From an optimization exercise on the open Yosys and OpenROAD flow, aimed at small area, a short achievable clock period and few clock cycles; shortcuts taken in it are not production practice. The RTL was checked by simulation tests, not by an equivalence proof against the original design. Power is estimated from default activity; no workload was simulated.

[design/flow/config.mk]
export PLATFORM = sky130hd
export DESIGN_NAME = dither_core
export DESIGN_NICKNAME = dither_core
export VERILOG_FILES = /design/flow/design.v
export SDC_FILE = /design/flow/constraint.sdc
export NUM_CORES = 4
export LEC_CHECK = 0
export ABC_AREA = 1
export CAP_MARGIN = 20
export CORE_MARGIN = 2
export CORE_UTILIZATION = 60
export PLACE_DENSITY = 0.75
export SLEW_MARGIN = 20
[design/flow/constraint.sdc]
create_clock -name core_clock -period 40.0 [get_ports {clk}]
set_input_delay 8.0000 -clock core_clock [delete_from_list [all_inputs] [get_ports {clk}]]
set_output_delay 8.0000 -clock core_clock [all_outputs]
set_load 0.01 [all_outputs]
[design/flow/design.v]
module dither_core (
    input             clk,
    input             rst,
    input             reg_we,
    input      [2:0]  reg_addr,
    input      [31:0] reg_wdata,
    output reg [31:0] reg_rdata,
    output     [31:0] src_addr,
    input      [7:0]  src_data,
    output     [31:0] dst_raddr,
    input      [7:0]  dst_rdata,
    output            dst_we,
    output     [31:0] dst_waddr,
    output     [7:0]  dst_wdata,
    output            rnd_take,
    input      [8:0]  rnd_data
);
    localparam OP_FIXTHR   = 4'h1;
    localparam OP_NOISETHR = 4'h2;
    localparam OP_RANDOM   = 4'h3;
    localparam OP_PATTERN  = 4'h4;
    localparam OP_ORDERED  = 4'h5;
    localparam OP_SIMPLEED = 4'h6;
    localparam OP_FSED     = 4'h7;
    localparam OP_SATADD   = 4'h8;
    localparam OP_TMRD     = 4'h9;
    localparam OP_PBRD     = 4'hA;
    localparam OP_CMPTHR   = 4'hB;
    localparam E_NONE       = 3'd0;
    localparam E_ILLEGAL    = 3'd1;
    localparam E_SELECTOR   = 3'd2;
    localparam E_DEGENERATE = 3'd3;
    localparam E_INDEX      = 3'd4;
    localparam [2:0] X_IDLE = 3'd0;
    localparam [2:0] X_RUN  = 3'd1;    
    localparam [2:0] X_LAST = 3'd2;    
    localparam [2:0] X_FPRO = 3'd3;    
    localparam [2:0] X_FA   = 3'd4;    
    localparam [2:0] X_FB   = 3'd5;    
    localparam [2:0] X_PAT  = 3'd6;    
    localparam [1:0] B_L = 2'd0;       
    localparam [1:0] B_U = 2'd1;       
    localparam [1:0] B_D = 2'd2;       
    localparam [1:0] M_STAY = 2'd0;
    localparam [1:0] M_INC  = 2'd1;
    localparam [1:0] M_B    = 2'd2;
    localparam [5:0] P_F1 = 6'd0,  P_F2 = 6'd1,  P_F3 = 6'd2,  P_F4 = 6'd3,
                     P_F5 = 6'd4,  P_F6 = 6'd5,  P_F7 = 6'd6,  P_F8 = 6'd7,
                     P_F9 = 6'd8,  P_S1F = 6'd9,
                     P_I1 = 6'd10, P_I2 = 6'd11, P_I3 = 6'd12, P_I4 = 6'd13,
                     P_I5 = 6'd14, P_I6 = 6'd15, P_S1I = 6'd16,
                     P_S1B = 6'd17, P_S2 = 6'd18, P_S2B = 6'd19, P_S3 = 6'd20,
                     P_S4 = 6'd21, P_L1 = 6'd22, P_L2O = 6'd23, P_L2OLB = 6'd24,
                     P_U3 = 6'd25, P_U4 = 6'd26, P_L2E = 6'd27, P_L3E = 6'd28,
                     P_L4E = 6'd29, P_L5E = 6'd30, P_V5 = 6'd31, P_V6 = 6'd32,
                     P_V7 = 6'd33, P_V8 = 6'd34;
    function [32:0] radd;
        input [31:0] x;
        input [31:0] y;
        input        c;
        integer      i;
        reg          cc;
        reg   [31:0] sm;
        begin
            cc = c;
            for (i = 0; i < 32; i = i + 1) begin
                sm[i] = x[i] ^ y[i] ^ cc;
                cc    = (x[i] & y[i]) | (x[i] & cc) | (y[i] & cc);
            end
            radd = {cc, sm};
        end
    endfunction
    function ge12;
        input [11:0] x;
        input [11:0] y;
        reg   [32:0] r;
        begin
            r = radd({20'd0, x}, {20'd0, ~y}, 1'b1);
            ge12 = r[12];
        end
    endfunction
    function [7:0] sat_add;
        input [7:0] base;
        input [8:0] d;
        reg   [9:0] sum;
        begin
            sum = radd({22'd0, base}, {{23{d[8]}}, d}, 1'b0);
            if (sum[9])
                sat_add = 8'd0;
            else if (sum[8])
                sat_add = 8'd255;
            else
                sat_add = sum[7:0];
        end
    endfunction
    function [6:0] tm;
        input [2:0] sel;
        input [2:0] r;
        input [2:0] c;
        begin
            case (sel)
                3'd0: begin
                    case ({r[0], c[0]})
                        2'b00: tm = 7'd1;
                        2'b01: tm = 7'd3;
                        2'b10: tm = 7'd4;
                        default: tm = 7'd2;
                    endcase
                end
                3'd1: begin
                    case ({r[1:0], c[1:0]})
                        4'h0: tm = 7'd1;  4'h1: tm = 7'd9;  4'h2: tm = 7'd3;  4'h3: tm = 7'd11;
                        4'h4: tm = 7'd13; 4'h5: tm = 7'd5;  4'h6: tm = 7'd15; 4'h7: tm = 7'd7;
                        4'h8: tm = 7'd4;  4'h9: tm = 7'd12; 4'hA: tm = 7'd2;  4'hB: tm = 7'd10;
                        4'hC: tm = 7'd16; 4'hD: tm = 7'd8;  4'hE: tm = 7'd14; default: tm = 7'd6;
                    endcase
                end
                3'd2: begin
                    case ({r, c})
                        6'o00: tm = 7'd1;  6'o01: tm = 7'd33; 6'o02: tm = 7'd9;  6'o03: tm = 7'd41;
                        6'o04: tm = 7'd3;  6'o05: tm = 7'd35; 6'o06: tm = 7'd11; 6'o07: tm = 7'd43;
                        6'o10: tm = 7'd49; 6'o11: tm = 7'd17; 6'o12: tm = 7'd57; 6'o13: tm = 7'd25;
                        6'o14: tm = 7'd51; 6'o15: tm = 7'd19; 6'o16: tm = 7'd59; 6'o17: tm = 7'd27;
                        6'o20: tm = 7'd13; 6'o21: tm = 7'd45; 6'o22: tm = 7'd5;  6'o23: tm = 7'd37;
                        6'o24: tm = 7'd15; 6'o25: tm = 7'd47; 6'o26: tm = 7'd7;  6'o27: tm = 7'd39;
                        6'o30: tm = 7'd61; 6'o31: tm = 7'd29; 6'o32: tm = 7'd53; 6'o33: tm = 7'd21;
                        6'o34: tm = 7'd63; 6'o35: tm = 7'd31; 6'o36: tm = 7'd55; 6'o37: tm = 7'd23;
                        6'o40: tm = 7'd4;  6'o41: tm = 7'd36; 6'o42: tm = 7'd12; 6'o43: tm = 7'd44;
                        6'o44: tm = 7'd2;  6'o45: tm = 7'd34; 6'o46: tm = 7'd10; 6'o47: tm = 7'd42;
                        6'o50: tm = 7'd52; 6'o51: tm = 7'd20; 6'o52: tm = 7'd60; 6'o53: tm = 7'd28;
                        6'o54: tm = 7'd50; 6'o55: tm = 7'd18; 6'o56: tm = 7'd58; 6'o57: tm = 7'd26;
                        6'o60: tm = 7'd16; 6'o61: tm = 7'd48; 6'o62: tm = 7'd8;  6'o63: tm = 7'd40;
                        6'o64: tm = 7'd14; 6'o65: tm = 7'd46; 6'o66: tm = 7'd6;  6'o67: tm = 7'd38;
                        6'o70: tm = 7'd64; 6'o71: tm = 7'd32; 6'o72: tm = 7'd56; 6'o73: tm = 7'd24;
                        6'o74: tm = 7'd62; 6'o75: tm = 7'd30; 6'o76: tm = 7'd54; default: tm = 7'd22;
                    endcase
                end
                3'd3: begin
                    case ({r[1:0], c[1:0]})
                        4'h0: tm = 7'd8; 4'h1: tm = 7'd3; 4'h2: tm = 7'd4;
                        4'h4: tm = 7'd6; 4'h5: tm = 7'd1; 4'h6: tm = 7'd2;
                        4'h8: tm = 7'd7; 4'h9: tm = 7'd5; default: tm = 7'd9;
                    endcase
                end
                default: begin
                    case ({r[1:0], c[1:0]})
                        4'h0: tm = 7'd1; 4'h1: tm = 7'd7; 4'h2: tm = 7'd4;
                        4'h4: tm = 7'd5; 4'h5: tm = 7'd8; 4'h6: tm = 7'd3;
                        4'h8: tm = 7'd6; 4'h9: tm = 7'd2; default: tm = 7'd9;
                    endcase
                end
            endcase
        end
    endfunction
    function [1:0] mod3;
        input [7:0] x;
        reg   [3:0] t;
        begin
            t = radd({28'd0, radd({30'd0, x[1:0]}, {30'd0, x[3:2]}, 1'b0)},
                     {28'd0, radd({30'd0, x[5:4]}, {30'd0, x[7:6]}, 1'b0)}, 1'b0);
            case (t)
                4'd0, 4'd3, 4'd6, 4'd9, 4'd12: mod3 = 2'd0;
                4'd1, 4'd4, 4'd7, 4'd10:       mod3 = 2'd1;
                default:                       mod3 = 2'd2;
            endcase
        end
    endfunction
    function [7:0] ord_thr;
        input [2:0] sel;
        input [6:0] t;
        begin
            case (sel)
                3'd0:    ord_thr = (t[2])   ? 8'd255 : {t[1:0], 6'd0};
                3'd1:    ord_thr = (t[4])   ? 8'd255 : {t[3:0], 4'd0};
                3'd2:    ord_thr = (t[6])   ? 8'd255 : {t[5:0], 2'd0};
                default: begin
                    case (t[3:0])
                        4'd1: ord_thr = 8'd29;
                        4'd2: ord_thr = 8'd57;
                        4'd3: ord_thr = 8'd85;
                        4'd4: ord_thr = 8'd114;
                        4'd5: ord_thr = 8'd142;
                        4'd6: ord_thr = 8'd170;
                        4'd7: ord_thr = 8'd199;
                        4'd8: ord_thr = 8'd227;
                        default: ord_thr = 8'd255;
                    endcase
                end
            endcase
        end
    endfunction
    function [7:0] sa_pm;
        input [7:0] base;
        input       neg;
        input [7:0] f;
        reg   [8:0] sum;
        begin
            sum = radd({24'd0, base}, {24'd0, f ^ {8{neg}}}, neg);
            if (sum[8] ^ neg)
                sa_pm = {8{~neg}};
            else
                sa_pm = sum[7:0];
        end
    endfunction
    function qneg;
        input [7:0] v;
        begin
            qneg = v[7] | (&v[6:0]);
        end
    endfunction
    function [7:0] qmag;
        input [7:0] v;
        begin
            qmag = (v[7] | (&v[6:0])) ? ~v : v;
        end
    endfunction
    function [7:0] fs1;
        input [7:0] m;
        begin
            fs1 = {4'd0, m[7:4]};
        end
    endfunction
    function [7:0] fs3;
        input [7:0] m;
        reg [9:0] p;
        begin
            p = radd({24'd0, m}, {23'd0, m, 1'b0}, 1'b0);
            fs3 = {2'b00, p[9:4]};
        end
    endfunction
    function [7:0] fs5;
        input [7:0] m;
        reg [10:0] p;
        begin
            p = radd({24'd0, m}, {22'd0, m, 2'b00}, 1'b0);
            fs5 = {1'b0, p[10:4]};
        end
    endfunction
    function [7:0] fs7;
        input [7:0] m;
        reg [10:0] p;
        begin
            p = radd({21'd0, m, 3'b000}, ~{24'd0, m}, 1'b1);
            fs7 = {1'b0, p[10:4]};
        end
    endfunction
    function [11:0] g225;
        input [3:0] g;
        begin
            case (g)
                4'd1: g225 = 12'd225;
                4'd2: g225 = 12'd450;
                4'd3: g225 = 12'd675;
                4'd4: g225 = 12'd900;
                4'd5: g225 = 12'd1125;
                4'd6: g225 = 12'd1350;
                4'd7: g225 = 12'd1575;
                4'd8: g225 = 12'd1800;
                default: g225 = 12'd2025;
            endcase
        end
    endfunction
    reg [31:0] cmd;
    reg [15:0] width;
    reg [15:0] height;
    reg [7:0]  res;
    reg        res_pend;       
    reg        busy, done, err, ovr;
    reg [2:0]  code;
    reg [2:0]  xst;
    reg [5:0]  pst;
    reg [1:0]  pend;           
    reg [31:0] a;
    reg [15:0] xr;             
    reg [15:0] yr;             
    reg [1:0]  xs;             
    reg        row0;           
    reg [2:0]  xm, ym;         
    reg [7:0]  s;              
    reg        wbit;           
    reg        wen;            
    reg        en;             
    reg [7:0]  em;             
    reg [23:0] q;
    wire [7:0]  va   = q[7:0];
    wire [7:0]  vb   = q[15:8];
    wire [7:0]  t1   = q[23:16];
    wire [11:0] psum = q[11:0];
    wire [9:0]  csum = q[21:12];
    wire [3:0] op  = cmd[3:0];
    wire [2:0] sel = cmd[6:4];
    wire [7:0] thr_t = cmd[15:8];
    wire [3:0] w_op = reg_wdata[3:0];
    reg [31:0] w_mask;
    reg        w_legal;
    always @(*) begin
        w_legal = 1'b1;
        case (w_op)
            OP_FIXTHR:   w_mask = 32'hFFFF_00FF;
            OP_NOISETHR: w_mask = 32'hFF00_00FF;
            OP_RANDOM:   w_mask = 32'hFFFF_FFFF;
            OP_PATTERN:  w_mask = 32'hFFFF_FF8F;
            OP_ORDERED:  w_mask = 32'hFFFF_FF8F;
            OP_SIMPLEED: w_mask = 32'hFFFF_FFFF;
            OP_FSED:     w_mask = 32'hFFFF_FFFF;
            OP_SATADD:   w_mask = 32'hFE00_00FF;
            OP_TMRD:     w_mask = 32'hFF00_008F;
            OP_PBRD:     w_mask = 32'hFFF0_F08F;
            OP_CMPTHR:   w_mask = 32'hFF00_00FF;
            default: begin
                w_mask  = 32'hFFFF_FFFF;
                w_legal = 1'b0;
            end
        endcase
        if ((reg_wdata & w_mask) != {28'd0, w_op})
            w_legal = 1'b0;
    end
    wire [2:0] w_sel   = reg_wdata[6:4];
    wire [7:0] w_f1    = reg_wdata[15:8];
    wire [7:0] w_f2    = reg_wdata[23:16];
    wire [8:0] w_delta = reg_wdata[24:16];
    wire [3:0] w_idx   = reg_wdata[11:8];
    wire [1:0] w_r     = reg_wdata[17:16];
    wire [1:0] w_c     = reg_wdata[19:18];
    wire       w_filter = (w_op != 4'd0) && !w_op[3];
    wire [7:0] c_f1 = cmd[15:8];
    wire [7:0] c_f2 = cmd[23:16];
    reg [2:0] c_row, c_col;
    always @(*) begin
        case (sel)
            3'd0:    begin c_row = {2'b00, c_f1[0]};   c_col = {2'b00, c_f2[0]};   end
            3'd1:    begin c_row = {1'b0, c_f1[1:0]};  c_col = {1'b0, c_f2[1:0]};  end
            3'd2:    begin c_row = c_f1[2:0];          c_col = c_f2[2:0];          end
            default: begin c_row = {1'b0, mod3(c_f1)}; c_col = {1'b0, mod3(c_f2)}; end
        endcase
    end
    wire lw    = (xr[15:3] == 13'd0) && !(xr[2] && (xr[1] || xr[0]));    
    wire lb    = (yr[15:3] == 13'd0) && !(yr[2] && (yr[1] || yr[0]));    
    wire w_odd = width[0];
    wire h_odd = height[0];
    reg        p_we;           
    reg        p_copy;         
    reg [1:0]  p_r, p_c;       
    reg [1:0]  p_b;
    reg [1:0]  p_mv;
    reg [5:0]  p_nx;
    always @(*) begin
        p_we = 1'b0; p_copy = 1'b0; p_r = 2'd1; p_c = 2'd2;
        p_b = B_L; p_mv = M_STAY; p_nx = pst;
        case (pst)
            P_F1: begin p_we = (pend != 2'd0); p_copy = pend[1];
                        p_mv = M_INC; p_nx = P_F2; end
            P_F2: begin p_mv = M_INC; p_nx = P_F3; end
            P_F3: begin p_b = B_D; p_mv = M_B; p_nx = P_F4; end
            P_F4: begin p_b = B_D; p_mv = M_B; p_nx = P_F5; end
            P_F5: begin p_b = B_L; p_mv = M_B; p_nx = P_F6; end
            P_F6: begin p_b = B_U; p_mv = M_B; p_nx = P_F7; end
            P_F7: begin p_b = B_L; p_mv = M_B; p_nx = P_F8; end
            P_F8: begin p_b = B_D; p_mv = M_B; p_nx = P_F9; end
            P_F9: begin p_mv = M_STAY; p_nx = P_S1F; end
            P_S1F: begin p_we = 1'b1; p_r = 2'd1; p_c = 2'd0; p_b = B_U; p_mv = M_B;
                         p_nx = lb ? P_S1B : P_S2; end
            P_I1: begin p_b = B_U; p_mv = M_B; p_nx = P_I2; end
            P_I2: begin p_mv = M_INC; p_nx = P_I3; end
            P_I3: begin p_b = B_D; p_mv = M_B; p_nx = P_I4; end
            P_I4: begin p_b = B_D; p_mv = M_B; p_nx = P_I5; end
            P_I5: begin p_b = B_L; p_mv = M_B; p_nx = P_I6; end
            P_I6: begin p_b = B_U; p_mv = M_B; p_nx = P_S1I; end
            P_S1I: begin p_we = 1'b1; p_r = 2'd1; p_c = 2'd0; p_b = B_L; p_mv = M_B;
                         p_nx = lb ? P_S1B : P_S2; end
            P_S1B: begin p_we = 1'b1; p_r = 2'd2; p_c = 2'd0; p_b = B_D; p_mv = M_STAY;
                         p_nx = P_S2; end
            P_S2: begin p_we = 1'b1; p_r = 2'd0; p_c = 2'd0; p_b = B_U; p_mv = M_INC;
                        p_nx = lb ? P_S2B : P_S3; end
            P_S2B: begin p_we = 1'b1; p_r = 2'd2; p_c = 2'd1; p_b = B_D; p_mv = M_STAY;
                         p_nx = P_S3; end
            P_S3: begin p_we = 1'b1; p_r = 2'd0; p_c = 2'd1; p_b = B_U; p_mv = M_INC;
                        p_nx = lw ? P_L1 : P_S4; end
            P_S4: begin p_we = 1'b1; p_r = 2'd1; p_c = 2'd1; p_b = B_L; p_mv = M_INC;
                        p_nx = P_I1; end
            P_L1: begin p_we = 1'b1; p_r = 2'd1; p_c = 2'd1; p_b = B_L; p_mv = M_STAY;
                        p_nx = w_odd ? (lb ? P_L2OLB : P_L2O) : P_L2E; end
            P_L2O: begin p_we = 1'b1; p_r = 2'd0; p_c = 2'd2; p_b = B_U; p_mv = M_INC;
                         p_nx = P_F1; end
            P_L2OLB: begin p_we = 1'b1; p_r = 2'd0; p_c = 2'd2; p_b = B_U; p_mv = M_STAY;
                           p_nx = P_U3; end
            P_U3: begin p_we = 1'b1; p_r = 2'd2; p_c = 2'd2; p_b = B_D; p_mv = M_B;
                        p_nx = P_U4; end
            P_U4: begin p_we = 1'b1; p_r = 2'd1; p_c = 2'd2; p_b = B_U; p_mv = M_INC;
                        p_nx = P_F1; end
            P_L2E: begin p_we = 1'b1; p_r = 2'd0; p_c = 2'd2; p_b = B_U; p_mv = M_B;
                         p_nx = P_L3E; end
            P_L3E: begin p_we = 1'b1; p_r = 2'd1; p_c = 2'd2; p_b = B_D; p_mv = M_INC;
                         p_nx = P_L4E; end
            P_L4E: begin p_b = B_D; p_mv = M_B; p_nx = lb ? P_V5 : P_L5E; end
            P_L5E: begin p_we = 1'b1; p_copy = 1'b1; p_b = B_U; p_mv = M_INC;
                         p_nx = P_F1; end
            P_V5: begin p_we = 1'b1; p_copy = 1'b1; p_b = B_U; p_mv = M_STAY;
                        p_nx = P_V6; end
            P_V6: begin p_b = B_D; p_mv = M_B; p_nx = P_V7; end
            P_V7: begin p_we = 1'b1; p_copy = 1'b1; p_b = B_U; p_mv = M_STAY;
                        p_nx = P_V8; end
            P_V8: begin p_we = 1'b1; p_r = 2'd2; p_c = 2'd2; p_b = B_L; p_mv = M_INC;
                        p_nx = P_F1; end
            default: ;
        endcase
    end
    reg [2:0] rom_sel, rom_r, rom_c;
    always @(*) begin
        if (xst == X_PAT) begin
            rom_sel = sel[0] ? 3'd4 : 3'd3;
            rom_r   = {1'b0, p_r};
            rom_c   = {1'b0, p_c};
        end else if (busy) begin
            rom_sel = sel;
            rom_r   = ym;
            rom_c   = xm;
        end else if (op == OP_PBRD) begin
            rom_sel = sel[0] ? 3'd4 : 3'd3;
            rom_r   = {1'b0, cmd[17:16]};
            rom_c   = {1'b0, cmd[19:18]};
        end else begin
            rom_sel = sel;
            rom_r   = c_row;
            rom_c   = c_col;
        end
    end
    wire [6:0] rom_v  = tm(rom_sel, rom_r, rom_c);
    wire       pb_bit = (xst == X_PAT) ? !ge12(g225(rom_v[3:0]), psum) : ge12({8'd0, cmd[11:8]}, {5'd0, rom_v});
    wire [7:0] rom_res = (op == OP_TMRD) ? {1'b0, rom_v} : {8{pb_bit}};
    wire [2:0] nm1 = (sel == 3'd0) ? 3'd1 : (sel == 3'd1) ? 3'd3 : (sel == 3'd2) ? 3'd7 : 3'd2;
    wire [7:0] othr = ord_thr(sel, rom_v);
    wire [32:0] noisy = radd({24'd0, src_data}, {{23{rnd_data[8]}}, rnd_data}, 1'b0);
    wire [32:0] nmt   = radd({21'd0, noisy[10:0]}, {21'd0, ~{3'b000, thr_t}}, 1'b1);
    wire [7:0] sed_v = sa_pm(src_data, en, em);
    reg pix_bit;
    always @(*) begin
        case (op)
            OP_NOISETHR: pix_bit = !nmt[10];
            OP_RANDOM:   pix_bit = ge12({4'd0, src_data}, {4'd0, rnd_data[7:0]});
            OP_ORDERED:  pix_bit = ge12({4'd0, src_data}, {4'd0, othr});
            OP_SIMPLEED: pix_bit = qneg(sed_v);
            default:     pix_bit = ge12({4'd0, src_data}, {4'd0, thr_t});
        endcase
    end
    wire x_ge1 = (xs != 2'd0);
    wire x_ge2 = xs[1];
    wire xr_ge2 = (xr[15:1] != 15'd0);                     
    wire xr_ge3 = (xr[15:2] != 14'd0) || (xr[1:0] == 2'd3);  
    wire yr_ge2 = (yr[15:1] != 15'd0);                     
    wire [7:0] c1 = x_ge2 ? fs1(qmag(vb)) : 8'd0;
    wire [7:0] c5 = (x_ge1 && xr_ge2) ? fs5(qmag(va)) : 8'd0;
    wire       fa_we = xr_ge3;
    wire [7:0] c3 = xr_ge3 ? fs3(qmag(dst_rdata)) : 8'd0;
    wire [7:0] c7 = em;                
    wire       fa    = (xst == X_FA);
    wire [7:0] sa_o1 = sa_pm((fa || row0) ? s : t1, fa ? qneg(vb) : en, fa ? c1 : c7);
    wire [7:0] sa_o2 = sa_pm(sa_o1, qneg(va), c5);
    wire [7:0] t1_n  = sa_pm(sa_o2, qneg(dst_rdata), c3);
    wire [7:0] fb_v  = sa_o1;
    wire       fb_o = qneg(fb_v);
    wire       fb_dif = x_ge1 && xr_ge2 && yr_ge2;
    reg [1:0] bsel;
    always @(*) begin
        case (xst)
            X_FA:    bsel = B_U;
            X_PAT:   bsel = p_b;
            default: bsel = B_L;
        endcase
    end
    wire [15:0] opnd_lo = (bsel == B_D) ? width : (bsel == B_U) ? ~width : 16'hFFFF;
    wire        cin     = (bsel == B_U);
    wire [32:0] b_l8    = radd({24'd0, a[7:0]}, {24'd0, opnd_lo[7:0]}, cin);
    wire [32:0] b_h80   = radd({24'd0, a[15:8]}, {24'd0, opnd_lo[15:8]}, 1'b0);
    wire [32:0] b_h81   = radd({24'd0, a[15:8]}, {24'd0, opnd_lo[15:8]}, 1'b1);
    wire [16:0] b_lo    = {b_l8[8] ? b_h81[8:0] : b_h80[8:0], b_l8[7:0]};
    wire [32:0] hi_inc  = radd({16'd0, a[31:16]}, 32'd0, 1'b1);
    wire [32:0] hi_dec  = radd({16'd0, a[31:16]}, {16'd0, 16'hFFFF}, 1'b0);
    wire [15:0] b_hi    = (bsel == B_D) ? (b_lo[16] ? hi_inc[15:0] : a[31:16])
                                        : (b_lo[16] ? a[31:16] : hi_dec[15:0]);
    wire [31:0] b       = {b_hi, b_lo[15:0]};
    reg        we_c;
    reg [7:0]  wd_c;
    always @(*) begin
        we_c = 1'b0;
        wd_c = {8{wbit}};
        case (xst)
            X_RUN, X_LAST: begin
                we_c = wen;
                wd_c = (op == OP_PATTERN) ? s : {8{wbit}};
            end
            X_FA: begin
                we_c = fa_we;
                wd_c = {8{qneg(dst_rdata)}};
            end
            X_FB: begin
                we_c = 1'b1;
                wd_c = fb_dif ? fb_v : {8{fb_o}};
            end
            X_PAT: begin
                we_c = p_we;
                wd_c = p_copy ? s : {8{pb_bit}};
            end
            default: ;
        endcase
    end
    assign src_addr  = a;
    assign dst_raddr = b;
    assign dst_waddr = b;
    assign dst_we    = we_c;
    assign dst_wdata = wd_c;
    assign rnd_take  = (xst == X_RUN) && ((op == OP_NOISETHR) || (op == OP_RANDOM));
    always @(*) begin
        case (reg_addr)
            3'd0:    reg_rdata = cmd;
            3'd1:    reg_rdata = {25'd0, code, ovr, err, done, busy};
            3'd2:    reg_rdata = {16'd0, width};
            3'd3:    reg_rdata = {16'd0, height};
            3'd4:    reg_rdata = {24'd0, res_pend ? rom_res : res};
            default: reg_rdata = 32'd0;
        endcase
    end
    wire last_col = (xr == 16'd1);
    wire last_row = (yr == 16'd1);
    wire [32:0] xm_i = radd({29'd0, xm}, 32'd0, 1'b1);
    wire [32:0] ym_i = radd({29'd0, ym}, 32'd0, 1'b1);
    wire [2:0] xm_n = (xm == nm1) ? 3'd0 : xm_i[2:0];
    wire [2:0] ym_n = (ym == nm1) ? 3'd0 : ym_i[2:0];
    wire [32:0] lo_inc = radd({16'd0, a[15:0]}, 32'd0, 1'b1);
    wire [31:0] a_inc  = {lo_inc[16] ? hi_inc[15:0] : a[31:16], lo_inc[15:0]};
    wire        dec2  = (xst == X_PAT);
    wire [32:0] xr_d  = radd({16'd0, xr}, {16'd0, 14'h3FFF, ~dec2, 1'b1}, dec2);
    wire [32:0] yr_d  = radd({16'd0, yr}, {16'd0, 14'h3FFF, ~dec2, 1'b1}, dec2);
    wire start_ok = reg_we && (reg_addr == 3'd0) && !busy && w_legal && w_filter &&
                    !((w_op == OP_PATTERN && (w_sel[2] | w_sel[1])) || (w_op == OP_ORDERED && (w_sel[2] & (w_sel[1] | w_sel[0])))) &&
                    (width != 16'd0) && (height != 16'd0);
    wire [32:0] ps_add = radd({20'd0, (pst == P_I1) ? {2'd0, csum} : psum}, {24'd0, src_data}, 1'b0);
    wire [32:0] cs_add = radd({22'd0, csum}, {24'd0, src_data}, 1'b0);
    always @(posedge clk) begin
        if (start_ok) begin
            a    <= 32'd0;
            xr   <= width;
            yr   <= height;
            xs   <= 2'd0;
            row0 <= 1'b1;
            xm   <= 3'd0;
            ym   <= 3'd0;
            en   <= 1'b0;
            em   <= 8'd0;
            wen  <= 1'b0;
            pend <= 2'd0;
            pst  <= P_F1;
        end else begin
            case (xst)
                X_RUN: begin
                    a    <= a_inc[31:0];
                    s    <= src_data;
                    wbit <= pix_bit;
                    wen  <= 1'b1;
                    if (last_col) begin
                        xr <= width;
                        yr <= yr_d[15:0];
                        xm <= 3'd0;
                        ym <= ym_n;
                        em <= 8'd0;
                    end else begin
                        xr <= xr_d[15:0];
                        xm <= xm_n;
                        en <= qneg(sed_v);
                        em <= qmag(sed_v);
                    end
                end
                X_FPRO: begin
                    a <= a_inc[31:0];
                    s <= src_data;
                end
                X_FA: begin
                    q   <= {t1_n, va, dst_rdata};
                end
                X_FB: begin
                    a <= a_inc[31:0];
                    s <= src_data;
                    en <= qneg(fb_v);
                    em <= fb_dif ? fs7(qmag(fb_v)) : 8'd0;
                    if (last_col) begin
                        xr   <= width;
                        yr   <= yr_d[15:0];
                        xs   <= 2'd0;
                        row0 <= 1'b0;
                    end else begin
                        xr <= xr_d[15:0];
                        xs <= xs[1] ? 2'd2 : xs + 2'd1;
                    end
                end
                X_PAT: begin
                    s   <= src_data;
                    pst <= p_nx;
                    case (p_mv)
                        M_INC: a <= a_inc[31:0];
                        M_B:   a <= b;
                        default: ;
                    endcase
                    case (pst)
                        P_F1: q[11:0] <= {4'd0, src_data};
                        P_I1: q[11:0] <= ps_add[11:0];
                        P_F2, P_F3, P_F4, P_F5, P_F6, P_F7, P_F8,
                        P_I2, P_I3, P_I4, P_I5, P_F9, P_I6:
                              q[11:0] <= ps_add[11:0];
                        default: ;
                    endcase
                    case (pst)
                        P_F3, P_I3: q[21:12] <= {2'd0, src_data};
                        P_F4, P_F5, P_I4, P_I5: q[21:12] <= cs_add[9:0];
                        default: ;
                    endcase
                    if (pst == P_F1)
                        pend <= 2'd0;
                    if (pst == P_S4)
                        xr <= xr_d[15:0];
                    if (pst == P_L2O || pst == P_L5E) begin
                        xr   <= width;
                        yr   <= yr_d[15:0];
                        pend <= (pst == P_L2O) ? 2'd1 : 2'd2;
                    end
                    if (pst == P_U4 || pst == P_V8) begin
                        xr  <= width;
                        yr  <= 16'd1;
                        wen <= (pst == P_V8);
                    end
                end
                default: ;
            endcase
        end
    end
    always @(posedge clk) begin
        if (rst) begin
            cmd    <= 32'd0;
            width  <= 16'd0;
            height <= 16'd0;
            res    <= 8'd0;
            res_pend <= 1'b0;
            busy   <= 1'b0;
            done   <= 1'b0;
            err    <= 1'b0;
            ovr    <= 1'b0;
            code   <= E_NONE;
            xst    <= X_IDLE;
        end else begin
            if (res_pend) begin
                res      <= rom_res;
                res_pend <= 1'b0;
            end
            if (reg_we) begin
                case (reg_addr)
                    3'd0: begin
                        if (busy) begin
                            ovr <= 1'b1;
                        end else begin
                            cmd  <= reg_wdata;
                            done <= 1'b0;
                            err  <= 1'b0;
                            code <= E_NONE;
                            ovr  <= 1'b0;
                            if (!w_legal) begin
                                err <= 1'b1; code <= E_ILLEGAL; done <= 1'b1;
                            end else if (!w_filter) begin
                                case (w_op)
                                    OP_SATADD: begin
                                        res  <= sat_add(w_f1, w_delta);
                                        done <= 1'b1;
                                    end
                                    OP_CMPTHR: begin
                                        res  <= {8{ge12({4'd0, w_f2}, {4'd0, w_f1})}};
                                        done <= 1'b1;
                                    end
                                    OP_TMRD: begin
                                        if ((w_sel[2] & (w_sel[1] | w_sel[0]))) begin
                                            err <= 1'b1; code <= E_SELECTOR; done <= 1'b1;
                                        end else begin
                                            res_pend <= 1'b1;
                                            done <= 1'b1;
                                        end
                                    end
                                    default: begin  
                                        if ((w_sel[2] | w_sel[1])) begin
                                            err <= 1'b1; code <= E_SELECTOR; done <= 1'b1;
                                        end else if ((w_idx[3] & (w_idx[2] | w_idx[1])) || w_r == 2'd3 || w_c == 2'd3) begin
                                            err <= 1'b1; code <= E_INDEX; done <= 1'b1;
                                        end else begin
                                            res_pend <= 1'b1;
                                            done <= 1'b1;
                                        end
                                    end
                                endcase
                            end else begin
                                if ((w_op == OP_PATTERN && (w_sel[2] | w_sel[1])) ||
                                    (w_op == OP_ORDERED && (w_sel[2] & (w_sel[1] | w_sel[0])))) begin
                                    err <= 1'b1; code <= E_SELECTOR; done <= 1'b1;
                                end else if (width == 16'd0 || height == 16'd0) begin
                                    err <= 1'b1; code <= E_DEGENERATE; done <= 1'b1;
                                end else begin
                                    busy <= 1'b1;
                                    if (w_op == OP_FSED)
                                        xst <= X_FPRO;
                                    else if (w_op == OP_PATTERN && ((|width[15:2]) || (&width[1:0])) && ((|height[15:2]) || (&height[1:0])))
                                        xst <= X_PAT;
                                    else
                                        xst <= X_RUN;
                                end
                            end
                        end
                    end
                    3'd2: begin
                        if (busy) ovr <= 1'b1;
                        else      width <= reg_wdata[15:0];
                    end
                    3'd3: begin
                        if (busy) ovr <= 1'b1;
                        else      height <= reg_wdata[15:0];
                    end
                    default: ;
                endcase
            end
            case (xst)
                X_RUN: begin
                    if (last_col && last_row)
                        xst <= X_LAST;
                end
                X_LAST: begin
                    busy <= 1'b0;
                    done <= 1'b1;
                    xst  <= X_IDLE;
                end
                X_FPRO: xst <= X_FB;
                X_FA:   xst <= X_FB;
                X_FB: begin
                    if (last_col && last_row) begin
                        busy <= 1'b0;
                        done <= 1'b1;
                        xst  <= X_IDLE;
                    end else if (last_col || !row0) begin
                        xst <= X_FA;
                    end
                end
                X_PAT: begin
                    if (pst == P_U4) begin
                        if (h_odd) begin
                            busy <= 1'b0;
                            done <= 1'b1;
                            xst  <= X_IDLE;
                        end else
                            xst <= X_RUN;
                    end else if (pst == P_V8) begin
                        xst <= h_odd ? X_LAST : X_RUN;
                    end
                end
                default: ;
            endcase
        end
    end
endmodule
[design/flow/flow/run.sh]
#!/bin/bash
# The standard layout (standard.sh, unchanged synthesis and steps) with these
# ORFS settings changed:
#  - the port buffers are plain buf_2 cells instead of the flow's default delay
#    cells (every input and output port still gets its buffer);
#  - clock tree synthesis builds the tree from clkbuf_4/clkbuf_8 cells and
#    inserts no dummy loads;
#  - repair_timing keeps working on paths until their slack is 22.5 ns, so the
#    register-port and port-to-port paths get sized up.
set -euo pipefail
export BUFFER_PORTS_ARGS="-buffer_cell sky130_fd_sc_hd__buf_2"
export CTS_ARGS="-sink_clustering_enable -repair_clock_nets -buf_list {sky130_fd_sc_hd__clkbuf_4 sky130_fd_sc_hd__clkbuf_8} -dont_use_dummy_load"
export SETUP_SLACK_MARGIN=22.5
bash standard.sh > standard.log 2>&1
[design/flow/standard.sh]
#!/bin/bash
# synth_recipe.tcl (not shown) runs the flow's synth.tcl, then flattens the netlist and writes it again
# the make line also repeats each setting of config.mk as NAME=value (left out here)
make -C /OpenROAD-flow-scripts/flow DESIGN_CONFIG=/design/flow/config.mk WORK_HOME=/design/flow/orfs CLKGATE_MAP_FILE= SYNTH_SCRIPT=/design/flow/synth_recipe.tcl "${@:-finish}"
==> parameters.txt, run 1 <==
Parameter                              Value

Outcome
  Result of the run ... complete, no violations

Route
  DR vias ... between 20,000 and 25,000
  Count of routing violations after the opening detailed-route iteration ... 2,031
  Routed WL per cell ... a little under 20 um
  Via density per instance ... between 6 and 7
  Drc violations ... 0
  Count of antenna-violating nets left after detailed routing ... 0
  Router iterations before antenna repair ... 6
  Total Routed Length ... ~66,000 um

Clock tree
  TritonCTS clock tree ... yes
  Number of levels in the clock H-tree ... 2
  Clock root buffer ... clkbuf_8
  Clk pin slew, worst setup/hold paths ... roughly 50 ps
  Number of CTS-inserted buffers ... 41
  CTS Hold Bufs ... 0
  Bufs on Longest Clock Path ... 3
  Worst skew pair latency ... approximately 600 ps
  Clock sinks ... between 200 and 250

Logic synthesis
  Number of synthesized flops with an enable pin ... 65
  Cell accounting for the most synthesized area ... dfxtp_1
  Fraction of synthesized cell area taken by the top area cell type ... ~14%
  Gate count of the mapped netlist ... ~2,800
  Average footprint of a synthesized cell ... 6.99 um^2
  Synthesis-stage register bit count ... a little over 200
  Netlist Area Pre-Place ... between 15,000 and 20,000 um^2
  Count of distinct cell types in the synthesized netlist ... 73
  Mapped Nets ... between 3,000 and 4,000
  Number of warnings printed during yosys synthesis ... 1
  Most used flip-flop cell after synthesis ... dfxtp_1
  Ranking of synthesized cells by area ... dfxtp_1 14%, nand2_1 11%, edfxtp_1 9.8%, ha_1 9.7%, inv_1 7.5%
  Sequential area share after synthesis ... around 24%
  Post-synthesis async set-or-reset flop share ... 0%

Timing
  Peak Freq ... between 0.05 and 0.06 GHz
  Slew headroom ... between 20% and 30%
  Pin slew with the least headroom to its limit ... between 1000 and 1500 ps
  Final Hold Violating Endpoints ... 0
  Final critical-path required period ... 17,390 ps
  TNS Setup ... 0 ps
  Number of setup violations in the final report ... 0
  Final cycle utilization of the critical path ... a little over two fifths
  Worst clock skew ... roughly 70 ps
  Minimum hold slack ... between 400 and 500 ps
  Setup repair after global routing missed its margin ... yes
  Final slew viol count ... 0

Floorplan
  Area of the core region ... between 30,000 and 40,000 um^2
  Initial Util ... between 60% and 70%
  Die Y ... roughly 190 um
  Number of ports placed on the die boundary ... 201
  Standard-cell rows ... 66
  Width of the die ... between 150 and 200 um
  Die area ... 34,500 um^2

Placement
  Number of port buffers ... 200
  Post-Place Cells ... approximately 3,400
  GPL Wtd Cong ... around 1.0
  HPWL after DPL ... roughly 51,000 um

Power
  Clock share of power ... 13.6%
  Register share of total power ... between 20% and 30%
  Total power ... around 1300 uW
  Max VDD drop ... around 0.11 mV
  Pint ... 665 uW
  Net switching power ... about 660 uW
  Portion of total power attributed to combinational logic ... 63.4%
  Cell leakage power ... 0.0105 uW
  Fraction of power spent switching nets ... 49.9%
  Pwr dens ... just over 60 nW/um^2

Setup path
  Launching instance or port of the critical path ... dst_rdata[4]
  R2R depth ... 52
  Kind of critical path ... in -> out
  Data arrival time of the critical path ... between 9000 and 10,000 ps
  Reg2reg end ... q[21]
  Required time of the critical path ... 32,000 ps
  Highest fanout seen on the critical path ... 11
  CP Launch Type ... input pin
  Nature of the critical path endpoint ... primary output
  CP endpoint ... dst_wdata[1]
  Origin of the critical flop-to-flop path ... xst[2]
  Reg-to-reg setup timing slack ... around 28,000 ps

Hold path
  Type of the tightest min-delay check ... reg -> reg

GRT
  Initial antenna violation count ... 0
  Maximum number of pins on one net before global-route repair ... 75
  Global routing usage summed across all routing layers ... about two fifths
  Global routing's busiest layer ... met2
  Wire length of the first global-routing pass ... around 100,000 um
  Overflow after GRT ... 0
  Via count of the first global-routing pass ... 19,400
  Met2 layer usage reported by global route ... 62.3%
  Met3 layer usage reported by global route ... 6.98%
  Global Route met1 Usage ... just under 50%

Layout
  Most frequent cells in the layout ... 578 x nand2_1, 394 x inv_1, 261 x o21ai_0
  Ant. Diodes ... 0
  Commonest non-fill, non-tap cell in the layout ... nand2_1
  Post-route non-filler standard cell count ... between 3,000 and 4,000
  Area growth from synthesis to layout ... 8.40%
  Net count reported at finish ... around 3,300
  Layout cells sized above 1 ... between 10% and 20%

Flow run
  Number of max-cap violations ... 0
[cells in the mapped netlist, types with 30 or more instances]
cell / instances
edfxtp_1: 65
inv_1: 395
o211ai_1: 30
dfxtp_1: 142
clkbuf_1: 60
nand2_1: 579
ha_1: 153
nand3_1: 174
nand2_2: 30
buf_4: 35
fa_1: 74
nor2_1: 215
o21ai_0: 262
a21oi_1: 180
xor2_1: 48
a31oi_1: 36
[per-stage QoR]
step,cell area [um^2],utilization (%),setup WS (ps)
5_1_grt,21500,66.1,22490
3_3_place_gp,20900,64.2,22160
3_5_place_dp,20900,64.2,22080
4_1_cts,21500,66.0,22520
2_1_floorplan,19800,-,22700
6_report,21500,66.1,22610
[registers in the layout (all words and copies together), names as in the netlist, 16 cells and up]
name    count
height     16
a          32
xr         16
width      16
q          24
cmd        32
yr         16
[per-layer routing]
| layer | share of wire [%] | vias up |
|---|---|---|
| li1 | - | 9687 |
| met1 | 40 | 9572 |
| met2 | 45 | 1107 |
| met3 | 9.7 | 206 |
| met4 | 4.7 | 0 |
| met5 | 0 | - |
[cell type report]
cell class,count,area [um^2]
Timing Repair Buffer,214,1110
Clock buffer,41,564
Inverter,433,1640
Tap cell,442,553
Sequential cell,207,4790
Multi-Input combinational cell,2081,12800
Fill cell,2976,11000
[how the worst min path moves through the flow]
stage | depth (start not counted) | to | start | slack, ps
CTS | 2 | cmd[25] | cmd[25] | 460
global placement | 2 | row0 | row0 | 450
global route | 2 | cmd[28] | cmd[28] | 480
floorplan | 2 | cmd[24] | cmd[24] | 430
detailed placement | 2 | cmd[25] | cmd[25] | 450
finish | 2 | cmd[28] | cmd[28] | 460
[repair_timing]
item | 4_1_cts | 5_1_grt
buffers inserted | 1 | 0
endpoints found under the setup margin | 40 | 9
gates resized for setup | 5 | 5
pin swaps | 1 | 0
[critical path: stages]
cell	delay, ps
buf_2	130
ha_1	190
nand2_1	70
nor4_2	50
nor2_2	180
inv_4	110
nand2_2	130
o21ai_0	120
a21oi_1	160
nand3_1	90
buf_2	160
[power groups by stage]
| stage | clock (uW) | combinational (uW) | sequential [uW] |
|---|---|---|---|
| after global placement | 0 | 797 | 306 |
| after CTS | 180 | 831 | 304 |
| after floorplan | 0 | 603 | 303 |
| after detailed placement | 0 | 822 | 308 |
| final | 181 | 841 | 305 |
| after global routing | 188 | 951 | 309 |
[logic make-up (layout without fill, tap and decap cells)]
group / count (synthesis) / after routing / synth area share, %
fa+ha+maj: 227 / 227 / 17.1
xor+xnor: 63 / 63 / 2.78
flops: 207 / 207 / 24.2
compound gates: 649 / 649 / 19.0
mux: 2 / 2 / 0.101
buf+inv: 551 / 688 / 11.4
simple gates: 1140 / 1140 / 25.4
Testbench counts, summed over its fixed seeds: cycles 93,702.
==> run 2, diff against run 1 <==
==> design/flow/flow/run.sh (replaced) <==
#!/bin/bash
# The standard layout (standard.sh, unchanged synthesis and steps) with these
# ORFS settings changed:
#  - the port buffers are plain buf_1 cells instead of the flow's default delay
#    cells (every input and output port still gets its buffer);
#  - clock tree synthesis builds the tree from clkbuf_4/clkbuf_8 cells and
#    inserts no dummy loads;
#  - repair_timing keeps working on paths until their slack is 22.5 ns, so the
#    register-port and port-to-port paths get sized up.
set -euo pipefail
export BUFFER_PORTS_ARGS="-buffer_cell sky130_fd_sc_hd__buf_1"
export CTS_ARGS="-sink_clustering_enable -repair_clock_nets -buf_list {sky130_fd_sc_hd__clkbuf_4 sky130_fd_sc_hd__clkbuf_8} -dont_use_dummy_load"
export SETUP_SLACK_MARGIN=22.5
bash standard.sh > standard.log 2>&1
==> parameters.txt, run 2 <==
Parameter                              Value

Outcome
  Result of the run ... complete, no violations

Logic synthesis
  Post-synthesis adder-cell area fraction ... around 17%
  Dominant combinational cell family by area after synthesis ... simple AND/OR/NAND/NOR gates
  Xor and xnor fraction of the mapped netlist area ... 2.78%
  Fraction of synthesized cell area taken by the top area cell type ... between 10% and 20%
  Compound-Gate Fraction of Synth Area ... 19.0%
  Count of distinct cell types in the synthesized netlist ... 73
  Number of synthesized flops with an enable pin ... 65
  Area fraction in and, or, nand and nor cells after synthesis ... about a quarter
  Average footprint of a synthesized cell ... approximately 7 um^2
  Ranking of synthesized cells by area ... dfxtp_1 14%, nand2_1 11%, edfxtp_1 9.8%, ha_1 9.7%, inv_1 7.5%
  Post-synthesis async set-or-reset flop share ... 0%
  Gate count of the mapped netlist ... 2,839
  Cell accounting for the most synthesized area ... dfxtp_1
  Synthesis-stage register bit count ... slightly above 200
  Mapped Nets ... 3,129
  Most frequently used cell type in the post-synthesis netlist ... nand2_1
  Sequential area share after synthesis ... between 20% and 30%
  Mux share of post-synthesis cell area ... 0.101%
  Netlist Area Pre-Place ... 19,800 um^2
  Most used flip-flop cell after synthesis ... dfxtp_1
  Commonest cells post-synth ... 579 x nand2_1, 395 x inv_1, 262 x o21ai_0, 215 x nor2_1, 180 x a21oi_1
  Number of warnings printed during yosys synthesis ... 1

Clock tree
  CTS Hold Bufs ... 0
  Number of CTS-inserted buffers ... slightly above 40
  Bufs on Longest Clock Path ... 3
  TritonCTS clock tree ... yes
  Clk pin slew, worst setup/hold paths ... approximately 50 ps
  Clock sinks ... 207
  Worst skew pair latency ... slightly below 600 ps
  Clock root buffer ... clkbuf_8
  Number of levels in the clock H-tree ... 2

Timing
  Peak Freq ... roughly 0.057 GHz
  Pin slew with the least headroom to its limit ... a little over 1000 ps
  Final Hold Violating Endpoints ... 0
  Final cycle utilization of the critical path ... between 40 and 50%
  Final slew viol count ... 0
  Number of setup violations in the final report ... 0
  Worst clock skew ... around 76 ps
  Setup repair after global routing missed its margin ... yes
  Final critical-path required period ... about 17,000 ps
  Slew headroom ... ~33%
  TNS Setup ... 0 ps

Setup path
  CP Launch Type ... input pin
  Reg2reg end ... q[19]
  Nature of the critical path endpoint ... primary output
  Kind of critical path ... in -> out
  R2R depth ... between 50 and 60
  Data arrival time of the critical path ... approximately 9500 ps
  Cell chain of the critical path ... buf_1, nor2_1, inv_1, nor2_1, buf_6, clkinvlp_4, buf_4, o221ai_1, buf_1
  Cell type of the slowest stage on the worst timing path ... clkinvlp_4
  Buf+Inv Stages, Crit Path ... 6
  Reg-to-reg setup timing slack ... 28,410 ps
  Crit-path max cell delay ... ~220 ps
  Origin of the critical flop-to-flop path ... xst[2]
  Highest fanout seen on the critical path ... 12
  Top Family by Delay on Critical Path ... buffers and inverters
  Required time of the critical path ... between 30,000 and 40,000 ps

Hold path
  Launch point of the worst hold path ... cmd[27]
  Hold-critical path depth ... 2
  Type of the tightest min-delay check ... reg -> reg
  Endpoint with the worst hold slack ... cmd[27]

Power
  Pwr dens ... between 60 and 70 nW/um^2
  Cell leakage power ... approximately 0.01 uW
  Total power ... about 1300 uW
  Max VDD drop ... between 0.1 and 0.15 mV

GRT
  Via count of the first global-routing pass ... between 15,000 and 20,000
  Initial antenna violation count ... 1
  Maximum number of pins on one net before global-route repair ... 75
  Wire length of the first global-routing pass ... ~100,000 um
  Overflow after GRT ... 0
  Global routing usage summed across all routing layers ... around 38%

Route
  Drc violations ... 0
  Count of routing violations after the opening detailed-route iteration ... around 2,000
  Via density per instance ... between 5 and 6
  Total Routed Length ... 65,500 um
  Routed WL per cell ... about 19 um
  Count of antenna-violating nets left after detailed routing ... 0
  DR vias ... around 20,000
  Router iterations before antenna repair ... 7

Placement
  Number of port buffers ... 200
  GPL Wtd Cong ... ~1.0
  HPWL after DPL ... roughly 50,000 um

Layout
  Area growth from synthesis to layout ... 7.99%
  Leading registers by flop count ... a: 32 flops, cmd: 32 flops, q: 24 flops
  Share of the core filled with cells in the final layout ... 65.8%
  Commonest non-fill, non-tap cell in the layout ... nand2_1
  Ant. Diodes ... 0
  Layout cells sized above 1 ... 7.15%
  Most frequent cells in the layout ... 578 x nand2_1, 394 x inv_1, 261 x o21ai_0
  Number of fill cells ... a little over 3,000
  Net count reported at finish ... roughly 3,300

Floorplan
  Number of ports placed on the die boundary ... roughly 200
  Area of the core region ... roughly 33,000 um^2
  Width of the die ... roughly 190 um
  Standard-cell rows ... 66
  Die area ... between 30,000 and 40,000 um^2
  Die Y ... 186 um
  Initial Util ... approximately three fifths

Flow run
  Number of max-cap violations ... 0
run 2: cell types whose count changed in the layout (fill, tap and decap cells not counted):
cell      previous run  this run
o22ai_2              0         1
o22ai_1             25        24
buf_6                0         1
inv_4                4         3
buf_1                0       200
clkinv_4             0         1
buf_16               0         1
buf_4               14        30
buf_2              200         0
run 2: cell families after synthesis:
logic type               Yosys count
XOR/XNOR                          63
AO/OA/AOI/OAI                    649
buffers and inverters            551
adder cells (fa/ha/maj)          227
flip-flops                       207
multiplexers                       2
AND/OR/NAND/NOR                 1140
run 2: metal layers:
layer  wire length [um]  GRT usage, %  vias up
met5                  0             0        -
met4               3260          18.3        0
met3               6120          7.18      213
met2              29200          60.6     1094
met1              26900          49.1     9432
li1                   -             -     9719
run 2: timing repair:
action / 4_1_cts / 5_1_grt
buffers inserted: 1 / 9
pin swaps: 1 / 1
gates resized for setup: 6 / 7
gates cloned: 0 / 0
setup endpoints to repair: 40 / 11
run 2: final cells by class:
type	instances	area, um^2	area share, %
Clock buffer	41	564	2.63
Inverter	433	1640	7.66
Multi-Input combinational cell	2081	12900	60.0
Sequential cell	207	4790	22.4
Tap cell	442	553	2.58
Timing Repair Buffer	232	1010	4.74
run 2: worst max path at each step:
stage | start | end | slack [ps] | cells past startpoint
after floorplan | dst_rdata[4] | dst_wdata[6] | 22700 | 9
after global placement | reg_addr[1] | reg_rdata[3] | 22100 | 10
after detailed placement | reg_addr[1] | reg_rdata[3] | 22070 | 10
after CTS | reg_addr[0] | reg_rdata[4] | 22510 | 9
after global routing | reg_addr[2] | reg_rdata[15] | 22450 | 9
final | reg_addr[2] | reg_rdata[15] | 22510 | 9
run 2: metrics by stage:
step | hold WS (ps) | area (um^2) | setup WS [ps] | instances
after global routing | 470 | 21400 | 22450 | 3436
after detailed placement | 449 | 20700 | 22070 | 3384
after floorplan | 430 | 19800 | 22700 | 2839
final | 450 | 21400 | 22510 | 3436
after CTS | 456 | 21300 | 22510 | 3426
after global placement | 448 | 20700 | 22100 | 3384
run 2: worst reg2reg max path: cells and delay by family, from the launching register on:
family,cells,cell delay (ps)
fa+ha+maj,21,6890
buf+inv,12,1290
flops,1,390
compound gates,8,850
simple gates,13,2000
run 2: report_power, final:
part / internal, uW / switching (uW)
clock: 89.9 / 89.4
combinational: 297 / 531
sequential: 264 / 42.0
total: 651 / 663
==> run 3, diff against run 2 <==
--- a/design/flow/design.v
+++ b/design/flow/design.v
@@ -537,14 +537,25 @@
     wire [32:0] ps_add = radd({20'd0, (pst == P_I1) ? {2'd0, csum} : psum}, {24'd0, src_data}, 1'b0);
     wire [32:0] cs_add = radd({22'd0, csum}, {24'd0, src_data}, 1'b0);
     always @(posedge clk) begin
+        s    <= src_data;
+        wbit <= pix_bit;
+        if (start_ok) begin
+            xm <= 3'd0;
+            ym <= 3'd0;
+        end else if (last_col) begin
+            xm <= 3'd0;
+            ym <= ym_n;
+        end else begin
+            xm <= xm_n;
+        end
+    end
+    always @(posedge clk) begin
         if (start_ok) begin
             a    <= 32'd0;
             xr   <= width;
             yr   <= height;
             xs   <= 2'd0;
             row0 <= 1'b1;
-            xm   <= 3'd0;
-            ym   <= 3'd0;
             en   <= 1'b0;
             em   <= 8'd0;
             wen  <= 1'b0;
@@ -554,32 +565,25 @@
             case (xst)
                 X_RUN: begin
                     a    <= a_inc[31:0];
-                    s    <= src_data;
-                    wbit <= pix_bit;
                     wen  <= 1'b1;
                     if (last_col) begin
                         xr <= width;
                         yr <= yr_d[15:0];
-                        xm <= 3'd0;
-                        ym <= ym_n;
                         em <= 8'd0;
                     end else begin
                         xr <= xr_d[15:0];
-                        xm <= xm_n;
                         en <= qneg(sed_v);
                         em <= qmag(sed_v);
                     end
                 end
                 X_FPRO: begin
                     a <= a_inc[31:0];
-                    s <= src_data;
                 end
                 X_FA: begin
                     q   <= {t1_n, va, dst_rdata};
                 end
                 X_FB: begin
                     a <= a_inc[31:0];
-                    s <= src_data;
                     en <= qneg(fb_v);
                     em <= fb_dif ? fs7(qmag(fb_v)) : 8'd0;
                     if (last_col) begin
@@ -593,7 +597,6 @@
                     end
                 end
                 X_PAT: begin
-                    s   <= src_data;
                     pst <= p_nx;
                     case (p_mv)
                         M_INC: a <= a_inc[31:0];
==> design/flow/flow/run.sh (replaced) <==
#!/bin/bash
# The standard layout (standard.sh, unchanged synthesis and steps) with these
# ORFS settings changed:
#  - the port buffers are plain buf_2 cells instead of the flow's default delay
#    cells (every input and output port still gets its buffer);
#  - clock tree synthesis builds the tree from clkbuf_4/clkbuf_8 cells and
#    inserts no dummy loads;
#  - repair_timing keeps working on paths until their slack is 22.5 ns, so the
#    register-port and port-to-port paths get sized up.
set -euo pipefail
export BUFFER_PORTS_ARGS="-buffer_cell sky130_fd_sc_hd__buf_2"
export CTS_ARGS="-sink_clustering_enable -repair_clock_nets -buf_list {sky130_fd_sc_hd__clkbuf_4 sky130_fd_sc_hd__clkbuf_8} -dont_use_dummy_load"
export SETUP_SLACK_MARGIN=22.5
bash standard.sh > standard.log 2>&1
==> parameters.txt, run 3 <==
Parameter                              Value

Clock tree
  TritonCTS clock tree ... yes
  Bufs on Longest Clock Path ... 3
  Worst skew pair latency ... approximately 570 ps
  Number of levels in the clock H-tree ... 2
  Clock sinks ... around 210
  Number of CTS-inserted buffers ... slightly above 40
  Clk pin slew, worst setup/hold paths ... ~50 ps
  Clock root buffer ... clkbuf_8

Layout
  Most frequent cells in the layout ... 563 x nand2_1, 411 x inv_1, 270 x o21ai_0
  Number of fill cells ... about 3,000
  Area growth from synthesis to layout ... 8.79%
  Layout cells sized above 1 ... 12.2%
  Post-route non-filler standard cell count ... about 3,500
  Net count reported at finish ... roughly 3,300
  Commonest non-fill, non-tap cell in the layout ... nand2_1
  Share of the core filled with cells in the final layout ... 66.1%
  Leading registers by flop count ... a: 32 flops, cmd: 32 flops, q: 24 flops

Route
  Count of antenna-violating nets left after detailed routing ... 0
  Met2 wire len ... between 30,000 and 40,000 um
  Sum of met3 wire segment lengths after detailed routing ... ~8200 um
  Top layer in use ... met4
  Drc violations ... 0
  Count of routing violations after the opening detailed-route iteration ... 2,329
  DRT met1 WL ... approximately 27,000 um
  DR vias ... roughly 21,000
  Via density per instance ... between 6 and 7
  Routed WL per cell ... roughly 20 um
  Total Routed Length ... 69,200 um
  Router iterations before antenna repair ... 6

Logic synthesis
  Post-synthesis async set-or-reset flop share ... 0%
  Cell accounting for the most synthesized area ... dfxtp_1
  Count of distinct cell types in the synthesized netlist ... between 60 and 70
  Synthesis-stage register bit count ... between 200 and 250
  Commonest cells post-synth ... 565 x nand2_1, 413 x inv_1, 270 x o21ai_0, 236 x nor2_1, 210 x nand3_1
  Netlist Area Pre-Place ... a little under 20,000 um^2
  Mapped Nets ... approximately 3,200
  Sequential area share after synthesis ... a little under a quarter
  Most frequently used cell type in the post-synthesis netlist ... nand2_1
  Most used flip-flop cell after synthesis ... dfxtp_1
  Ranking of synthesized cells by area ... dfxtp_1 15%, nand2_1 11%, ha_1 9.7%, edfxtp_1 8.5%, inv_1 7.9%
  Number of warnings printed during yosys synthesis ... 1
  Average footprint of a synthesized cell ... ~6.9 um^2
  Fraction of synthesized cell area taken by the top area cell type ... roughly 15%
  Number of synthesized flops with an enable pin ... 56
  Gate count of the mapped netlist ... roughly 2,900

Placement
  Number of port buffers ... 200
  GPL Wtd Cong ... between 0.9 and 1
  Post-placement worst setup slack ... about 22,000 ps
  HPWL after DPL ... around 53,000 um
  Post-Place Cells ... between 3,000 and 4,000

Timing
  Number of setup violations in the final report ... 0
  TNS Setup ... 0 ps
  Worst clock skew ... just under 70 ps
  Final cycle utilization of the critical path ... between 40% and 50%
  Final worst setup slack ... 22,560 ps
  Final critical-path required period ... roughly 17,000 ps
  Peak Freq ... about 0.057 GHz
  Slew headroom ... a little under a quarter
  Final slew viol count ... 0
  Final Hold Violating Endpoints ... 0
  Setup repair after global routing missed its margin ... no
  Minimum hold slack ... around 460 ps
  Pin slew with the least headroom to its limit ... approximately 1100 ps

GRT
  Initial antenna violation count ... 2
  Overflow after GRT ... 0
  Global routing usage summed across all routing layers ... between 30% and 40%
  Wire length of the first global-routing pass ... about 110,000 um
  Via count of the first global-routing pass ... 19,500
  Maximum number of pins on one net before global-route repair ... between 70 and 80

Floorplan
  Number of ports placed on the die boundary ... around 200
  Die area ... 34,400 um^2
  Area of the core region ... 32,500 um^2
  Width of the die ... 185 um
  Initial Util ... 60.8%
  Standard-cell rows ... 66
  Die Y ... 185 um

Setup path
  Required time of the critical path ... approximately 32,000 ps
  Highest fanout seen on the critical path ... 3
  Cell type with the highest occurrence count on the critical path ... buf_2
  Nature of the critical path endpoint ... primary output
  Kind of critical path ... in -> out
  Cell chain of the critical path ... buf_2, ha_2, nand2_2, nor4_2, nor2_2, clkinvlp_4, a221oi_1, nand3_1, buf_2
  Data arrival time of the critical path ... approximately 9400 ps
  Crit-path max cell delay ... 340 ps
  CP Launch Type ... input pin
  Cell type of the slowest stage on the worst timing path ... a221oi_1

Power
  Pwr dens ... about 75 nW/um^2
  Max VDD drop ... a little under 0.09 mV
  Cell leakage power ... between 0.01 and 0.015 uW

Flow run
  Number of max-cap violations ... 0

Outcome
  Result of the run ... complete, no violations

Hold path
  Type of the tightest min-delay check ... reg -> reg
run 3: cells by family (layout without fill, tap and decap cells):
kind of cell / Yosys count / count (layout) / share of synthesized area [%]
other: 0 / 1 / 0
AO/OA/AOI/OAI: 638 / 638 / 18.4
flip-flops: 207 / 207 / 23.8
buffers and inverters: 565 / 702 / 11.7
adder cells (fa/ha/maj): 229 / 229 / 17.3
XOR/XNOR: 66 / 66 / 2.93
AND/OR/NAND/NOR: 1171 / 1171 / 25.9
run 3: timing repair:
| action | CTS | global route |
|---|---|---|
| hold buffers | 0 | 0 |
| gates resized for setup | 6 | 10 |
| endpoints found under the hold margin | 0 | 0 |
| setup buffers | 2 | 4 |
| pin swaps | 1 | 3 |
| endpoints found under the setup margin | 40 | 51 |
run 3: metrics by stage:
step           cell area (um^2)  total power, uW
6_report                  21500             1610
2_1_floorplan             19700             1100
4_1_cts                   21400             1590
3_5_place_dp              20800             1400
3_3_place_gp              20800             1370
5_1_grt                   21500             1750
run 3: cell type report:
cell class / instances / area, um^2 / area share (%)
timing repair buffer: 222 / 1180 / 5.51
antenna: 1 / 2.50 / 0.0117
tap: 442 / 553 / 2.58
multi-input combinational: 2104 / 12800 / 59.6
clock buffer: 41 / 564 / 2.63
sequential: 207 / 4700 / 21.9
inverter: 439 / 1660 / 7.75
run 3: critical path: cells and delay by family:
family / cells / cell delay (ps)
compound gates: 1 / 340
fa+ha+maj: 1 / 180
simple gates: 4 / 440
buf+inv: 3 / 490
run 3: final timing paths:
kind | to | startpoint | slack, ps | cells past startpoint
setup / recovery | dst_wdata[7] | dst_rdata[4] | 22560 | 9
setup reg to reg | q[21] | xst[2] | 28090 | 52
hold reg to reg | cmd[25] | cmd[25] | 460 | 2
hold / removal | cmd[25] | cmd[25] | 460 | 2
run 3: per-layer routing:
layer | GRT usage, % | up-vias
met5 | 0 | -
met4 | 17.2 | 0
met3 | 9.95 | 251
met2 | 64.4 | 1319
met1 | 50.7 | 9824
li1 | - | 9758
run 3: power breakdown:
part / switching, uW / total (uW) / internal (uW)
registers: 46.5 / 327 / 280
logic: 701 / 1100 / 401
clock network: 90.1 / 180 / 90.1
Testbench counts of run 3, summed over its fixed seeds: cycles 93,702.
==> run 4, diff against run 3 <==
--- a/design/flow/config.mk
+++ b/design/flow/config.mk
@@ -8,6 +8,6 @@
 export ABC_AREA = 1
 export CAP_MARGIN = 20
 export CORE_MARGIN = 2
-export CORE_UTILIZATION = 60
-export PLACE_DENSITY = 0.75
+export CORE_UTILIZATION = 75
+export PLACE_DENSITY = 0.85
 export SLEW_MARGIN = 20
==> parameters.txt, run 4 <==
Parameter                              Value

Outcome
  Result of the run ... complete, no violations

Route
  DR vias ... about 22,000
  Router iterations before antenna repair ... 9
  Count of antenna-violating nets left after detailed routing ... 0
  Total Routed Length ... between 60,000 and 70,000 um
  Routed WL per cell ... approximately 21 um
  Via density per instance ... between 6 and 7
  Count of routing violations after the opening detailed-route iteration ... between 3,000 and 4,000
  Drc violations ... 0

Floorplan
  Area of the core region ... between 20,000 and 30,000 um^2
  Number of ports placed on the die boundary ... 201
  Standard-cell rows ... a little under 60
  Initial Util ... between 70 and 80%
  Width of the die ... 166 um
  Die Y ... 166 um
  Die area ... approximately 28,000 um^2

GRT
  Wire length of the first global-routing pass ... between 100,000 and 150,000 um
  Global routing usage summed across all routing layers ... between 40% and 50%
  Overflow after GRT ... 0
  Maximum number of pins on one net before global-route repair ... 77
  Initial antenna violation count ... 5
  Via count of the first global-routing pass ... ~21,000

Clock tree
  Number of CTS-inserted buffers ... 37
  Clock sinks ... 207
  Worst skew pair latency ... 570 ps
  Clk pin slew, worst setup/hold paths ... approximately 60 ps
  Clock root buffer ... clkbuf_8
  TritonCTS clock tree ... yes
  CTS Hold Bufs ... 0
  Bufs on Longest Clock Path ... 3
  Number of levels in the clock H-tree ... 2

Timing
  Setup repair after global routing missed its margin ... yes
  TNS Setup ... 0 ps
  Worst clock skew ... 50.5 ps
  Number of setup violations in the final report ... 0
  Final slew viol count ... 0
  Final critical-path required period ... between 15,000 and 20,000 ps
  Final cycle utilization of the critical path ... between 40% and 50%
  Peak Freq ... 0.0574 GHz
  Pin slew with the least headroom to its limit ... between 1000 and 1500 ps
  Slew headroom ... 17.4%
  Final worst setup slack ... between 20,000 and 25,000 ps
  Final Hold Violating Endpoints ... 0

Hold path
  Type of the tightest min-delay check ... reg -> reg

Logic synthesis
  Gate count of the mapped netlist ... between 2,000 and 3,000
  Most used flip-flop cell after synthesis ... dfxtp_1
  Ranking of synthesized cells by area ... dfxtp_1 15%, nand2_1 11%, ha_1 9.7%, edfxtp_1 8.5%, inv_1 7.9%
  Cell accounting for the most synthesized area ... dfxtp_1
  Count of distinct cell types in the synthesized netlist ... 67
  Fraction of synthesized cell area taken by the top area cell type ... roughly 15%
  Mapped Nets ... around 3,200
  Commonest cells post-synth ... 565 x nand2_1, 413 x inv_1, 270 x o21ai_0, 236 x nor2_1, 210 x nand3_1
  Sequential area share after synthesis ... between 20% and 30%
  Post-synthesis async set-or-reset flop share ... 0%
  Synthesis-stage register bit count ... about 210
  Netlist Area Pre-Place ... 19,700 um^2
  Most frequently used cell type in the post-synthesis netlist ... nand2_1
  Number of warnings printed during yosys synthesis ... 1
  Average footprint of a synthesized cell ... around 6.9 um^2
  Number of synthesized flops with an enable pin ... 56

Setup path
  Highest fanout seen on the critical path ... 10
  Cell chain of the critical path ... buf_2, nor2_1, inv_1, nor2_4, clkinv_2, nor2_1, a221oi_1, nand2_1, buf_2
  CP Launch Type ... input pin
  Crit-path max cell delay ... roughly 240 ps
  Required time of the critical path ... 32,000 ps
  Data arrival time of the critical path ... about 9400 ps
  Kind of critical path ... in -> out
  Buf+Inv Stages, Crit Path ... 4
  Nature of the critical path endpoint ... primary output
  Cell type of the slowest stage on the worst timing path ... nor2_4
  Top Family by Delay on Critical Path ... simple AND/OR/NAND/NOR gates

Flow run
  Number of max-cap violations ... 0

Placement
  HPWL after DPL ... 51,700 um
  Post-Place Cells ... around 3,300
  Area post-placement ... 20,600 um^2
  Number of port buffers ... 200
  Post-placement worst setup slack ... roughly 22,000 ps
  GPL Wtd Cong ... just over 1

Power
  Clock share of power ... between 10% and 20%
  Register share of total power ... slightly above 20%
  Net switching power ... 842 uW
  Fraction of power spent switching nets ... between 50% and 60%
  Pint ... approximately 770 uW
  Max VDD drop ... about 0.099 mV
  Cell leakage power ... between 0.01 and 0.015 uW
  Portion of total power attributed to combinational logic ... 69.1%
  Pwr dens ... between 70 and 80 nW/um^2

Layout
  Commonest non-fill, non-tap cell in the layout ... nand2_1
  Net count reported at finish ... 3,298
  Area used by multi-input combinational logic ... about 13,000 um^2
  Number of fill cells ... 1,739
  Sequential cell area ... about 4700 um^2
  Layout cells sized above 1 ... approximately an eighth
  Share of the core filled with cells in the final layout ... 81.9%
  Post-route non-filler standard cell count ... 3,344
  Final Instance Area ... ~21,000 um^2
  Most frequent cells in the layout ... 563 x nand2_1, 412 x inv_1, 269 x o21ai_0
  Area growth from synthesis to layout ... 7.58%
  Leading registers by flop count ... a: 32 flops, cmd: 32 flops, q: 24 flops
-- run 4: cell type report --
| type | count | share of cell area, % |
|---|---|---|
| Sequential cell | 207 | 22.2 |
| Clock buffer | 37 | 2.40 |
| Tap cell | 335 | 1.97 |
| Inverter | 439 | 7.83 |
| Timing Repair Buffer | 219 | 5.39 |
| Antenna cell | 3 | 0.0354 |
| Multi-Input combinational cell | 2104 | 60.2 |
-- run 4: path summary, 6_finish.rpt --
check / startpoint / end / depth (start not counted) / slack [ps]
worst min-delay path: code[2] / code[2] / 2 / 470
worst min register to register: code[2] / code[2] / 2 / 470
worst max-delay path: reg_addr[2] / reg_rdata[7] / 9 / 22570
worst max register to register: xst[2] / q[16] / 52 / 28240
-- run 4: timing repair --
action / 4_1_cts / 5_1_grt
endpoints found under the setup margin: 40 / 48
gates resized for setup: 6 / 8
setup buffers: 2 / 2
pin swaps: 1 / 1
-- run 4: worst reg2reg max path: cells and delay by family (launching register included) --
| kind | cells | cell delay, ps |
|---|---|---|
| buffers and inverters | 10 | 920 |
| flip-flops | 1 | 550 |
| AND/OR/NAND/NOR | 11 | 1700 |
| adder cells (fa/ha/maj) | 21 | 6920 |
| AO/OA/AOI/OAI | 10 | 1450 |
-- run 4: kinds of logic after synthesis --
| family | synth area share (%) |
|---|---|
| buffers and inverters | 11.7 |
| AND/OR/NAND/NOR | 25.9 |
| adder cells (fa/ha/maj) | 17.3 |
| AO/OA/AOI/OAI | 18.4 |
| XOR/XNOR | 2.93 |
| flip-flops | 23.8 |
-- run 4: layer usage --
| layer | GRT usage, % | wire length, um | up-vias |
|---|---|---|---|
| li1 | - | - | 9763 |
| met1 | 58.1 | 23100 | 9920 |
| met2 | 78.0 | 30400 | 1976 |
| met3 | 12.4 | 10400 | 505 |
| met4 | 31.5 | 5600 | 4 |
| met5 | 0 | 31 | - |
-- run 4: power groups by stage --
stage / sequential [uW] / combinational [uW] / clock (uW)
finish: 327 / 1110 / 169
floorplan: 317 / 779 / 0
CTS: 324 / 1080 / 166
global route: 331 / 1220 / 175
global placement: 324 / 1020 / 0
detailed placement: 327 / 1060 / 0
-- run 4: metrics by stage --
stage | total power (uW) | hold slack [ps]
global placement | 1340 | 442
finish | 1610 | 470
floorplan | 1100 | 430
detailed placement | 1390 | 444
CTS | 1570 | 461
global route | 1720 | 491

separate check: timing with driven ports:
No port has a modelled driver above. Below, the same layouts with a new extraction and two added sets of constraints.
Step 1: set_driving_cell puts a clkbuf_16 on clk and a buf_2 on each other input, an assumption about the parent block.
Step 2, shift: input delay + t, output delay - t, t = (earliest + latest rising clock arrival at the registers) / 2. This alone moves slack from input paths to output paths.
Three values: ideal ports, drivers, drivers and shift; two values: the first two.
run | t (ns) | setup slack, ns
run 1 | 0.617 | 22.612 / 22.591 / 22.591
run 2 | 0.603 | 22.510 / 22.490 / 22.490
run 3 | 0.590 | 22.557 / 22.538 / 22.538
run 4 | 0.593 | 22.571 / 22.542 / 22.542
After both steps setup and hold are still met in every run listed.
